This is an optimization exercise on Yosys and OpenROAD, whose aim is small area and few clock cycles, not a production implementation. Function was checked by simulation only, so behaviour that the tests miss may differ from the original. Power is estimated from default activity; no workload was simulated.

==> inputs of run E <==
==> flow/design.v (excerpt) <==
module gc9106_engine (
    input  wire        clk,
    input  wire        rst,           
    input  wire        host_we,
    input  wire [5:0]  host_addr,     
    input  wire [31:0] host_wdata,
    output reg  [31:0] host_rdata,    
    input  wire        tick_ms,
    output wire [15:0] rom_addr,
    input  wire [7:0]  rom_data,
    input  wire [15:0] rom_len,       
    output wire [13:0] fb_addr,
    output wire        fb_we,
    output wire [1:0]  fb_be,         
    output wire [15:0] fb_wdata,
    input  wire [15:0] fb_rdata,
    output reg         lcd_cs_n,
    output wire        lcd_dc,
    output wire        lcd_sclk,
    output wire        lcd_mosi,
    output reg         lcd_rst_n
);
    function [16:0] add16;               
        input [15:0] a;
        input [15:0] b;
        input        ci;
        integer i;
        reg c;
        begin
            c = ci;
            for (i = 0; i < 16; i = i + 1) begin
                add16[i] = a[i] ^ b[i] ^ c;
                c = (a[i] & b[i]) | (c & (a[i] ^ b[i]));
            end
            add16[16] = c;
        end
    endfunction
    function [8:0] add8;                 
        input [7:0] a;
        input [7:0] b;
        input       ci;
        integer i;
        reg c;
        begin
            c = ci;
            for (i = 0; i < 8; i = i + 1) begin
                add8[i] = a[i] ^ b[i] ^ c;
                c = (a[i] & b[i]) | (c & (a[i] ^ b[i]));
            end
            add8[8] = c;
        end
    endfunction
    function lt8;                        
        input [7:0] a;
        input [7:0] b;
        integer i;
        reg c;
        begin
            c = 1'b1;
            for (i = 0; i < 8; i = i + 1)
                c = (a[i] & ~b[i]) | (c & ~(a[i] ^ b[i]));
            lt8 = ~c;
        end
    endfunction
    function [8:0] dec9;
        input [8:0] a;
        integer i;
        reg b;
        begin
            b = 1'b1;
            for (i = 0; i < 9; i = i + 1) begin
                dec9[i] = a[i] ^ b;
                b = b & ~a[i];
            end
        end
  ...
==> flow/config.mk <==
export PLATFORM = sky130hd
export DESIGN_NAME = gc9106_engine
export DESIGN_NICKNAME = gc9106_engine
export VERILOG_FILES = /design/flow/design.v
export SDC_FILE = /design/flow/constraint.sdc
export NUM_CORES = 4
export LEC_CHECK = 0
export CAP_MARGIN = 20
export CORE_MARGIN = 2
export CORE_UTILIZATION = 40
export SLEW_MARGIN = 20
==> flow/constraint.sdc <==
create_clock -name core_clock -period 12.0 [get_ports {clk}]
set_input_delay 2.4000 -clock core_clock [delete_from_list [all_inputs] [get_ports {clk}]]
set_output_delay 2.4000 -clock core_clock [all_outputs]
set_load 0.01 [all_outputs]
standard.sh (not shown) runs the stock make flow with config.mk's settings and CLKGATE_MAP_FILE= SYNTH_SCRIPT=/design/flow/synth_recipe.tcl, a recipe that flattens the netlist after the stock synthesis.
==> flow/flow/run.sh <==
#!/bin/bash
# Standard layout (the standard.sh) with two changes:
#  - ABC maps for area: a copy of the ORFS scripts whose abc_speed.script
#    ends with rounds of "dch; map -a" (flow/abc_speed.script);
#  - port buffers use the smallest buffer cell.
# Registers, their names and cell types are those of the standard synthesis.
set -euo pipefail
rm -rf scripts_abc
cp -r "$FLOW_HOME/scripts" scripts_abc
cp flow/abc_speed.script scripts_abc/abc_speed.script
bash standard.sh SCRIPTS_DIR="$PWD/scripts_abc" \
    BUFFER_PORTS_ARGS="-buffer_cell sky130_fd_sc_hd__buf_1" finish > standard.log 2>&1
==> flow/flow/abc_speed.script <==
&get -n
&st
&dch
&nf -R 1000 -p
&st
&syn2
&if -g -K 6
&synch2
&nf -R 1000 -p
&st
&syn2
&if -g -K 6
&synch2
&nf -R 1000 -p
&st
&syn2
&if -g -K 6
&synch2
&nf -R 1000 -p
&st
&syn2
&if -g -K 6
&synch2
&nf -R 1000 -p
&st
&syn2
&if -g -K 6
&synch2
&nf -R 1000 -p
&put
strash
dch -f
map -a
strash
dch -f
map -a
strash
dch -f
map -a
strash
dch -f
map -a
topo
==> inputs of run H, as changes to run E <==
Settings changed: CORE_UTILIZATION 40 to 60.
==> summary of the runs <==
Against run E, the hold slack of run H is lower by 0.0056 ns. Of run E and run H, run E has the higher clock-buffer cell count (gap 2). Between run H and run E, the lower maximum frequency is in run H (gap about 0.6%, measured against run E). In run E the non-clock buffer count is higher than in run H, by 14. In synthesized cell count, run E and run H do not differ. In run H the cell count is smaller than in run E, by 7.3%. Between run H and run E, the lower first-iteration DRC count is in run E (gap about 36%, measured against run E).
Testbench counts of run E, summed over its fixed seeds: cycles 2,684,843.
Testbench counts of run H, summed over its fixed seeds: cycles 2,684,843.

---

==> inputs of job 9534 <==
gc9106_engine, a different RTL version from the one above (not shown whole).
==> flow/config.mk <==
export PLATFORM = sky130hd
export DESIGN_NAME = gc9106_engine
export DESIGN_NICKNAME = gc9106_engine
export VERILOG_FILES = /design/flow/design.v
export SDC_FILE = /design/flow/constraint.sdc
export NUM_CORES = 4
export LEC_CHECK = 0
export CAP_MARGIN = 20
export CORE_MARGIN = 2
export CORE_UTILIZATION = 40
export SLEW_MARGIN = 20
==> flow/constraint.sdc <==
create_clock -name core_clock -period 12.0 [get_ports {clk}]
set_input_delay 2.4000 -clock core_clock [delete_from_list [all_inputs] [get_ports {clk}]]
set_output_delay 2.4000 -clock core_clock [all_outputs]
set_load 0.01 [all_outputs]
Scripts as last shown in full above: flow/flow/run.sh, flow/flow/abc_speed.script
==> job 5769 (differences from job 9534) <==
--- a/flow/design.v
+++ b/flow/design.v
@@ -137,44 +137,46 @@
     localparam [2:0] ST_PLAY     = 3'd2;
     localparam [2:0] ST_CONFIG   = 3'd3;
     localparam [2:0] ST_READY    = 3'd4;
     localparam [2:0] ST_TRANSMIT = 3'd5;
     localparam [2:0] ST_FAILED   = 3'd6;
     localparam [4:0] S_IDLE  = 5'd0;
-    localparam [4:0] S_VGX   = 5'd16;    
-    localparam [4:0] S_VGY   = 5'd17;    
-    localparam [4:0] S_VN    = 5'd18;    
-    localparam [4:0] S_VLOOP = 5'd19;    
-    localparam [4:0] S_VCF   = 5'd20;    
-    localparam [4:0] S_VCF2  = 5'd21;    
-    localparam [4:0] S_RST0  = 5'd22;    
-    localparam [4:0] S_RSTL  = 5'd23;    
-    localparam [4:0] S_PN0   = 5'd24;    
-    localparam [4:0] S_REC   = 5'd8;   
-    localparam [4:0] S_C1    = 5'd9;
-    localparam [4:0] S_C2    = 5'd10;   
+    localparam [4:0] S_VGX   = 5'd1;    
+    localparam [4:0] S_VGY   = 5'd2;    
+    localparam [4:0] S_VN    = 5'd3;    
+    localparam [4:0] S_VLOOP = 5'd4;    
+    localparam [4:0] S_VCF   = 5'd5;    
+    localparam [4:0] S_VCF2  = 5'd6;    
+    localparam [4:0] S_RST0  = 5'd7;    
+    localparam [4:0] S_RSTL  = 5'd8;    
+    localparam [4:0] S_PN0   = 5'd9;    
+    localparam [4:0] S_REC   = 5'd10;   
+    localparam [4:0] S_C1    = 5'd11;
+    localparam [4:0] S_C2    = 5'd12;   
     localparam [4:0] S_C3    = 5'd13;   
     localparam [4:0] S_OPC   = 5'd14;   
     localparam [4:0] S_ARG   = 5'd15;   
-    localparam [4:0] S_DSL   = 5'd11;   
-    localparam [4:0] S_D2    = 5'd12;   
-    localparam [4:0] S_MD    = 5'd1;   
-    localparam [4:0] S_ME    = 5'd2;   
-    localparam [4:0] S_MDS   = 5'd3;   
-    localparam [4:0] S_INV0  = 5'd4;   
-    localparam [4:0] S_INV   = 5'd5;   
-    localparam [4:0] S_IDS   = 5'd6;   
+    localparam [4:0] S_DSL   = 5'd16;   
+    localparam [4:0] S_D2    = 5'd18;   
+    localparam [4:0] S_MD    = 5'd19;   
+    localparam [4:0] S_ME    = 5'd20;   
+    localparam [4:0] S_MDS   = 5'd21;   
+    localparam [4:0] S_INV0  = 5'd22;   
+    localparam [4:0] S_INV   = 5'd23;   
+    localparam [4:0] S_IDS   = 5'd24;   
     localparam [4:0] S_HDR   = 5'd25;   
     localparam [4:0] S_PIX   = 5'd26;   
     localparam [4:0] S_UDS   = 5'd27;   
-    reg [1:0]  fin;           
+    reg [2:0]  state;
     reg [4:0]  err;           
     reg [15:0] cfg_width, cfg_height, cfg_colstart, cfg_rowstart;
     reg [5:0]  cfg_mode;
+    reg        geom_vld;
     reg [15:0] pix_x, pix_y;
     reg [23:0] pix_color;
+    wire busy = state[0] | (state[1] & ~state[2]);
     wire fmt8        = cfg_mode[0];
     wire mode_invert = cfg_mode[2];
     wire rst_present = cfg_mode[5];
     wire [7:0] mode_byte = {cfg_mode[4], cfg_mode[3], 2'b00, cfg_mode[1], 3'b000};
     wire w_def = (cfg_width    == 16'd0);
     wire h_def = (cfg_height   == 16'd0);
@@ -185,21 +187,12 @@
     wire [15:0] res_rs = cfg_rowstart;
     wire [7:0] W8  = res_w[7:0];
     wire [7:0] H8  = res_h[7:0];
     wire [7:0] CS8 = res_cs[7:0];
     wire [7:0] RS8 = res_rs[7:0];
     reg [4:0]  seq;
-    wire       s_idle = (seq == 5'd0);
-    wire       s_tx   = seq[4] & seq[3] & (seq[2:0] != 3'd0);
-    wire       s_rst  = seq[4] & ~s_tx;
-    wire       s_play = ~seq[4] & seq[3];
-    wire       s_cfg  = ~seq[4] & ~seq[3] & ~s_idle;
-    wire       busy   = ~s_idle;
-    wire [2:0] state  = s_idle ? {fin[0] | fin[1], fin[1], 1'b0} :
-                        {s_tx, s_play | s_cfg, s_rst | s_cfg | s_tx};
-    wire       geom_vld = (s_idle & fin[0]) | s_cfg | s_tx;
     reg [15:0] ptr;          
     reg [8:0]  cnt;          
     reg        cf_d;         
     reg        hi;           
     reg        clearing;
     reg        sp_pend;      
@@ -321,20 +314,19 @@
     wire       wr_cfg = host_we & (widx >= 4'h2) & (widx <= 4'h6);
     wire [7:0] op     = host_wdata[7:0];
     wire       op_setup  = (op == 8'h01);
     wire       op_update = (op == 8'h02);
     wire       op_pixel  = (op == 8'h03);
     wire       op_valid  = op_setup | op_update | op_pixel;
-    wire       st_uninit = s_idle & (fin == 2'd0);
-    wire       st_ready  = s_idle & fin[0];
+    wire       st_uninit = (state == ST_UNINIT);
+    wire       st_ready  = (state == ST_READY);
     wire       acc       = wr_cmd & ~busy & op_valid &
                            (op_setup ? st_uninit : st_ready);
     wire [8:0] dly_ms  = (rom_data == 8'hFF) ? 9'd500 : {1'b0, rom_data};
-    wire       tick_en = tick_ms & ~cnt_z &
-                         ((s_play & ~(seq[2] & (seq[1] | seq[0]))) |
-                          (seq == S_RST0) | (seq == S_RSTL) | (seq == S_PN0));
+    wire       tick_en = tick_ms & ~cnt_z & (state == ST_RESET || state == ST_PLAY) &
+                         (seq > S_VCF2) & ~((seq >= S_C3) & (seq <= S_ARG));
     wire [8:0] cnt_dec = dec9(cnt);
     always @(*) begin
         ld    = 1'b0;
         ld_dc = 1'b1;
         if (acc & op_update) begin
             ld = 1'b1; ld_dc = 1'b0;
@@ -353,19 +345,20 @@
                 default: ;
             endcase
         end
     end
     always @(posedge clk) begin
         if (rst) begin
-            fin          <= 2'd0;
+            state        <= ST_UNINIT;
             err          <= 5'd0;
             cfg_width    <= 16'd0;
             cfg_height   <= 16'd0;
             cfg_colstart <= 16'd0;
             cfg_rowstart <= 16'd0;
             cfg_mode     <= 6'd0;
+            geom_vld     <= 1'b0;
             pix_x        <= 16'd0;
             pix_y        <= 16'd0;
             pix_color    <= 24'd0;
             lcd_cs_n     <= 1'b1;
             lcd_rst_n    <= 1'b1;
             seq          <= S_IDLE;
@@ -395,15 +388,17 @@
                     err[4] <= 1'b1;
                 else if (!acc)
                     err[2] <= 1'b1;
             end
             if (acc) begin
                 if (op_setup) begin
+                    state <= ST_RESET;
                     seq   <= S_VGX;
                     ptr   <= 16'd0;
                 end else if (op_update) begin
+                    state    <= ST_TRANSMIT;
                     lcd_cs_n <= 1'b0;
                     cnt      <= 9'd10;
                     ptr      <= 16'd0;
                     hi       <= 1'b1;
                     seq      <= S_HDR;
                 end else begin
@@ -420,22 +415,22 @@
                     ptr      <= ptr_add;
             end
             case (seq)
                 S_IDLE: ;
                 S_VGX: if (x_ok) seq <= S_VGY;
                        else begin
-                           fin    <= 2'd2;
+                           state  <= ST_FAILED;
                            err[0] <= 1'b1;
                            seq    <= S_IDLE;
                        end
                 S_VGY: if (!y_ok) begin
-                           fin    <= 2'd2;
+                           state  <= ST_FAILED;
                            err[0] <= 1'b1;
                            seq    <= S_IDLE;
                        end else if (rom_len == 16'd0) begin
-                           fin    <= 2'd2;
+                           state  <= ST_FAILED;
                            err[1] <= 1'b1;
                            seq    <= S_IDLE;
                        end else
                            seq <= S_VN;
                 S_VN: begin
                     cnt <= {1'b0, rom_data};
@@ -447,13 +442,13 @@
                         if (ptr_end) begin
                             ptr      <= 16'd0;
                             clearing <= 1'b1;
                             cnt      <= rst_present ? 9'd1 : 9'd100;
                             seq      <= S_RST0;
                         end else begin
-                            fin    <= 2'd2;
+                            state  <= ST_FAILED;
                             err[1] <= 1'b1;
                             seq    <= S_IDLE;
                         end
                     end else
                         seq <= S_VCF;
                 end
@@ -475,17 +470,20 @@
                 S_RSTL: if (cnt_z) begin
                             lcd_rst_n <= 1'b1;
                             cnt       <= 9'd100;
                             seq       <= S_PN0;
                         end
                 S_PN0: if (!clearing) begin
+                    state <= ST_PLAY;
                     seq   <= S_REC;
                 end
                 S_REC: if (cnt_z) begin
                     if (ptr_end) begin
                         lcd_cs_n <= 1'b0;
+                        state    <= ST_CONFIG;
+                        geom_vld <= 1'b1;
                         seq      <= S_MD;
                     end else begin
                         ptr <= ptr_add;
                         seq <= S_C1;
                     end
                 end
@@ -524,24 +522,24 @@
                 S_ME:  if (slot_last) seq <= S_MDS;
                 S_MDS: begin
                     lcd_cs_n <= 1'b1;
                     if (mode_invert)
                         seq <= S_INV0;
                     else begin
-                        fin   <= 2'd1;
+                        state <= ST_READY;
                         seq   <= S_IDLE;
                     end
                 end
                 S_INV0: begin
                     lcd_cs_n <= 1'b0;
                     seq      <= S_INV;
                 end
                 S_INV: if (slot_last) seq <= S_IDS;
                 S_IDS: begin
                     lcd_cs_n <= 1'b1;
-                    fin      <= 2'd1;
+                    state    <= ST_READY;
                     seq      <= S_IDLE;
                 end
                 S_HDR: if (slot_last) begin
                     cnt <= cnt_dec;
                     if (cnt_z) seq <= S_PIX;
                 end
@@ -551,13 +549,13 @@
                         if (last_pix) seq <= S_UDS;
                         else          ptr <= ptr_add;
                     end
                 end
                 S_UDS: begin
                     lcd_cs_n <= 1'b1;
-                    fin      <= 2'd1;
+                    state    <= ST_READY;
                     seq      <= S_IDLE;
                 end
                 default: seq <= S_IDLE;
             endcase
         end
     end
==> flow/run.sh (new file) <==
#!/bin/bash
# synth_recipe.tcl (not shown) runs the flow's synth.tcl, then flattens the netlist and writes it again
# the make line also repeats each setting of config.mk as NAME=value (left out here)
make -C /OpenROAD-flow-scripts/flow DESIGN_CONFIG=/design/flow/config.mk WORK_HOME=/design/flow/orfs CLKGATE_MAP_FILE= SYNTH_SCRIPT=/design/flow/synth_recipe.tcl finish
CTS_BUF_LIST = sky130_fd_sc_hd__clkbuf_8   (was unset)
CTS_CLUSTER_SIZE = 25   (was unset)
removed: flow/flow/run.sh
removed: flow/flow/abc_speed.script
removed: flow/standard.sh
==> run summary <==
|  | job 5769 | job 9534 |
|---|---|---|
| Post-place instance area | 0.0170 sq mm | 0.0146 sq mm |
| Clock insertion delay at the later pin of the skew report | 520 ps | 450 ps |
| Combinational Power Share | 43.8% | 22.7% |
| Worst-case hold slack | 468 ps | 447 ps |
| Proportion of total power due to net switching | 41.9% | 33.2% |
| Mux contribution to synthesized area | 3.87% | 0.455% |
| Number of instances resized during post-cts repair | 5 | 2 |
| Heaviest power group | combinational logic | sequential cells |
| Outcome | finished clean | finished clean |
| Routability-driven placement congestion ratio | 0.970 | 0.958 |
| Final standard cell utilization of the core | 46.9% | 46.7% |
| Register bit total from synthesis | 177 | 175 |
| Adder and majority cell fraction of the synthesized area | 14.4% | 16.4% |
| Initial core utilization | 40.3% | 40.6% |
Testbench counts of job 9534, summed over its fixed seeds: cycles 2,684,843.
Testbench counts of job 5769, summed over its fixed seeds: cycles 2,684,843.

-- port drivers added, routing unchanged --
No port has a modelled driver above. Below, the same layouts with a new extraction and two added sets of constraints.
Step 1 (the two cells are an assumption about what drives the block):
set clk [get_ports {clk}]
set_driving_cell -lib_cell sky130_fd_sc_hd__clkbuf_16 $clk
set_driving_cell -lib_cell sky130_fd_sc_hd__buf_2 [delete_from_list [all_inputs] $clk]
Step 2, shift: input delay + t, output delay - t, t = (earliest + latest rising clock arrival at the registers) / 2. This alone moves slack from input paths to output paths.
Three values: ideal, step 1, step 2; two values: the first two.
run | t (ns) | slack for setup (ns) | clock arrival spread, ns | worst register clock-pin slew, ns | worst data-port slew with drivers (ns)
run E | 0.495 | 0.427 / 0.378 / 0.873 | 0.013 / 0.012 | 0.08 / 0.08 | 0.06
run H | 0.502 | 0.356 / 0.307 / 0.808 | 0.022 / 0.023 | 0.09 / 0.09 | 0.06
job 9534 | 0.491 | 0.428 / 0.381 / 0.873 | 0.009 / 0.009 | 0.08 / 0.08 | 0.05
job 5769 | 0.559 | 0.414 / 0.363 / 0.522 | 0.021 / 0.021 | 0.12 / 0.12 | 0.06
After both steps every run listed still meets setup and hold.
